Context: an optimization exercise on an open-source flow, tuned for small area. The choices shown serve that exercise and are no tape-out recipe. Only simulation tests tie the RTL to the original design; equivalence was not proved. Power is estimated from default activity; no workload was simulated.

==> inputs of job 512 <==
Design koki_h74, start of the top module:
module koki_h74 (
    input  wire        clk,
    input  wire        rst,
    input  wire        cmd_we,
    input  wire [31:0] cmd,
    output wire [35:0] res,
    output wire [1:0]  status      
);
    reg  [19:0] m_q;
    reg         grid_q, ill_q;
    reg         ninv_q;                   
    wire        inv_q = ~ninv_q;
    wire [19:0] m_d;
    wire        grid_d, inv_d, ill_d;
    koki_core u_core (
        .rst(rst), .cmd_we(cmd_we), .cmd(cmd),
        .m_q(m_q), .grid_q(grid_q), .inv_q(inv_q), .ill_q(ill_q),
        .m_d(m_d), .grid_d(grid_d), .inv_d(inv_d), .ill_d(ill_d),
        .res(res), .status(status)
    );
    always @(posedge clk) begin
        m_q    <= m_d;
        grid_q <= grid_d;
        ninv_q <= ~inv_d;
        ill_q  <= ill_d;
    end
endmodule
export LEC_CHECK = 0
export ABC_AREA = 1
export CAP_MARGIN = 0
export CORE_MARGIN = 2
export CORE_UTILIZATION = 60
export CTS_BUF_LIST = sky130_fd_sc_hd__clkbuf_4
export GPL_TIMING_DRIVEN = 0
export SLEW_MARGIN = 0
export SYNTH_HIERARCHICAL = 1
export SYNTH_MEMORY_MAX_BITS = 32768
create_clock -name core_clock -period 7.0 [get_ports {clk}]
standard.sh (not shown) runs the stock make flow with config.mk's settings and CLKGATE_MAP_FILE= SYNTH_SCRIPT=/design/flow/synth_recipe.tcl, a recipe that flattens the netlist after the stock synthesis.
==> flow/flow/run.sh <==
#!/bin/bash
# Own layout flow: the standard layout (standard.sh) with
#  - synthesis by flow/synth.tcl: the standard flow's synthesis script, but ABC maps
#    for area (flow/abc.script) and no adder cells are extracted;
#  - the port buffers that global placement inserts made from buf_1.
# Registers, their names and cell types are those of the standard synthesis.
set -euo pipefail
HERE=$(pwd)
export OWN_ABC_SCRIPT="$HERE/flow/abc.script"
export BUFFER_PORTS_ARGS="-buffer_cell sky130_fd_sc_hd__buf_1"
bash standard.sh SYNTH_SCRIPT="$HERE/flow/synth.tcl" ADDER_MAP_FILE= finish > standard.log 2>&1
==> flow/flow/abc.script <==
strash
dch
map -D 4000 -B 0.1
topo
stime -c
==> flow/flow/synth.tcl <==
# The standard flow's synthesis script (synth_recipe.tcl) with two changes: every abc
# call maps with the area-oriented script flow/abc.script, and the caller
# sets ADDER_MAP_FILE empty so no half/full adder cells are extracted.
proc synth {args} { yosys synth -nofsm -noshare {*}$args }
proc abc {args} {
  set i [lsearch -exact $args -script]
  if { $i >= 0 } {
    set args [lreplace $args [expr {$i + 1}] [expr {$i + 1}] $::env(OWN_ABC_SCRIPT)]
  }
  yosys abc {*}$args
}
source $::env(SCRIPTS_DIR)/synth.tcl
# left out here: clear keep_hierarchy, flatten, clean up, hide names made inside functions, write 1_2_yosys.v
==> job 3640: changes against job 512 <==
CAP_MARGIN = 20   (was 0)
CORE_UTILIZATION = 35   (was 60)
CTS_BUF_LIST = default   (was sky130_fd_sc_hd__clkbuf_4)
SLEW_MARGIN = 20   (was 0)
==> comparison <==
Job 512 finished with timing, DRC and antenna clean. Job 3640 completed with no timing, DRC or antenna violations.
Between job 512 and job 3640, the lower hold slack is in job 3640 (gap 11 ps).
Between job 3640 and job 512, the lower clock-buffer cell count is in job 3640 (gap 1).
Between job 512 and job 3640, the lower wire length is in job 512 (gap 3.2%, measured against job 3640).
Between job 512 and job 3640, the lower final cell count is in job 512 (gap about 5%, measured against job 3640).
Of job 3640 and job 512, job 512 has the higher sequential share of layout area (gap 0.32 points).
Flip-flop and latch count is the same in job 512 and job 3640.
Between job 3640 and job 512, the lower maximum frequency is in job 3640 (gap about 2.6%, measured against job 512).
In clock skew, job 512 and job 3640 do not differ.
Register-to-register slack: job 512 is lower than job 3640 (70 ps).
==> figures <==
Clock-cell share: job 3640 0.0125; job 512 0.00830
Internal power component: job 3640 0.260 mW; job 512 0.246 mW
Total chip power: job 3640 0.496 mW; job 512 0.480 mW
Insertion delay of the later-clocked pin in the worst-skew pair: job 3640 260 ps; job 512 320 ps
Final Cell Area: job 3640 0.00371 mm2; job 512 0.00362 mm2
Clk_buf instances: job 3640 3; job 512 4
Final routed wirelength across all metal layers: job 3640 12.4 mm; job 512 12.0 mm
Cell at the root of the clock tree: job 3640 sky130_fd_sc_hd__clkbuf_8; job 512 sky130_fd_sc_hd__clkbuf_4
Max Freq: job 3640 155 MHz; job 512 159 MHz
Run status: job 3640 timing/DRC/antenna clean; job 512 timing/DRC/antenna clean
Tap cell instance count: job 3640 108; job 512 70
Met3 WL post-DR: job 3640 1.06 mm; job 512 974 um
Switching part of the total: job 3640 0.476; job 512 0.488
Portion of the clock cycle consumed by the worst path in the final layout: job 3640 0.921; job 512 0.897
Worst path setup slack after routing: job 3640 555 ps; job 512 721 ps
Data required time at the worst endpoint: job 3640 7150 ps; job 512 7210 ps
Count of placed standard cells including taps: job 3640 732; job 512 693
Min Clock Period, post-route: job 3640 6450 ps; job 512 6280 ps
Final Core Density: job 3640 0.422; job 512 0.704
Delay of the slowest cell on the worst path: job 3640 340 ps; job 512 460 ps

## separate check: timing with driven ports
The results above use ideal ports. As a check the final layouts listed here were re-extracted and re-timed, cells and wires unchanged. Step 1 assumes that a clkbuf_16 drives the clock port and a buf_2 every other input. Step 2 times the ports against the registers' clock, not the clock port: input delays grow and output delays shrink by t, the midpoint of the rising clock arrivals with the driver on. Three values: ideal, step 1, step 2; two values: the first two.
run	t, ns	slack for setup (ns)	hold slack, ns
job 512	0.347	0.721 / 0.727 / 0.380	0.489 / 0.489 / 0.489
job 3640	0.289	0.555 / 0.560 / 0.271	0.478 / 0.478 / 0.478
After both steps setup and hold are still met in every run listed. For job 512, which loses most, drivers alone change the setup slack by +0.006 ns; drivers and shift together by -0.341 ns.
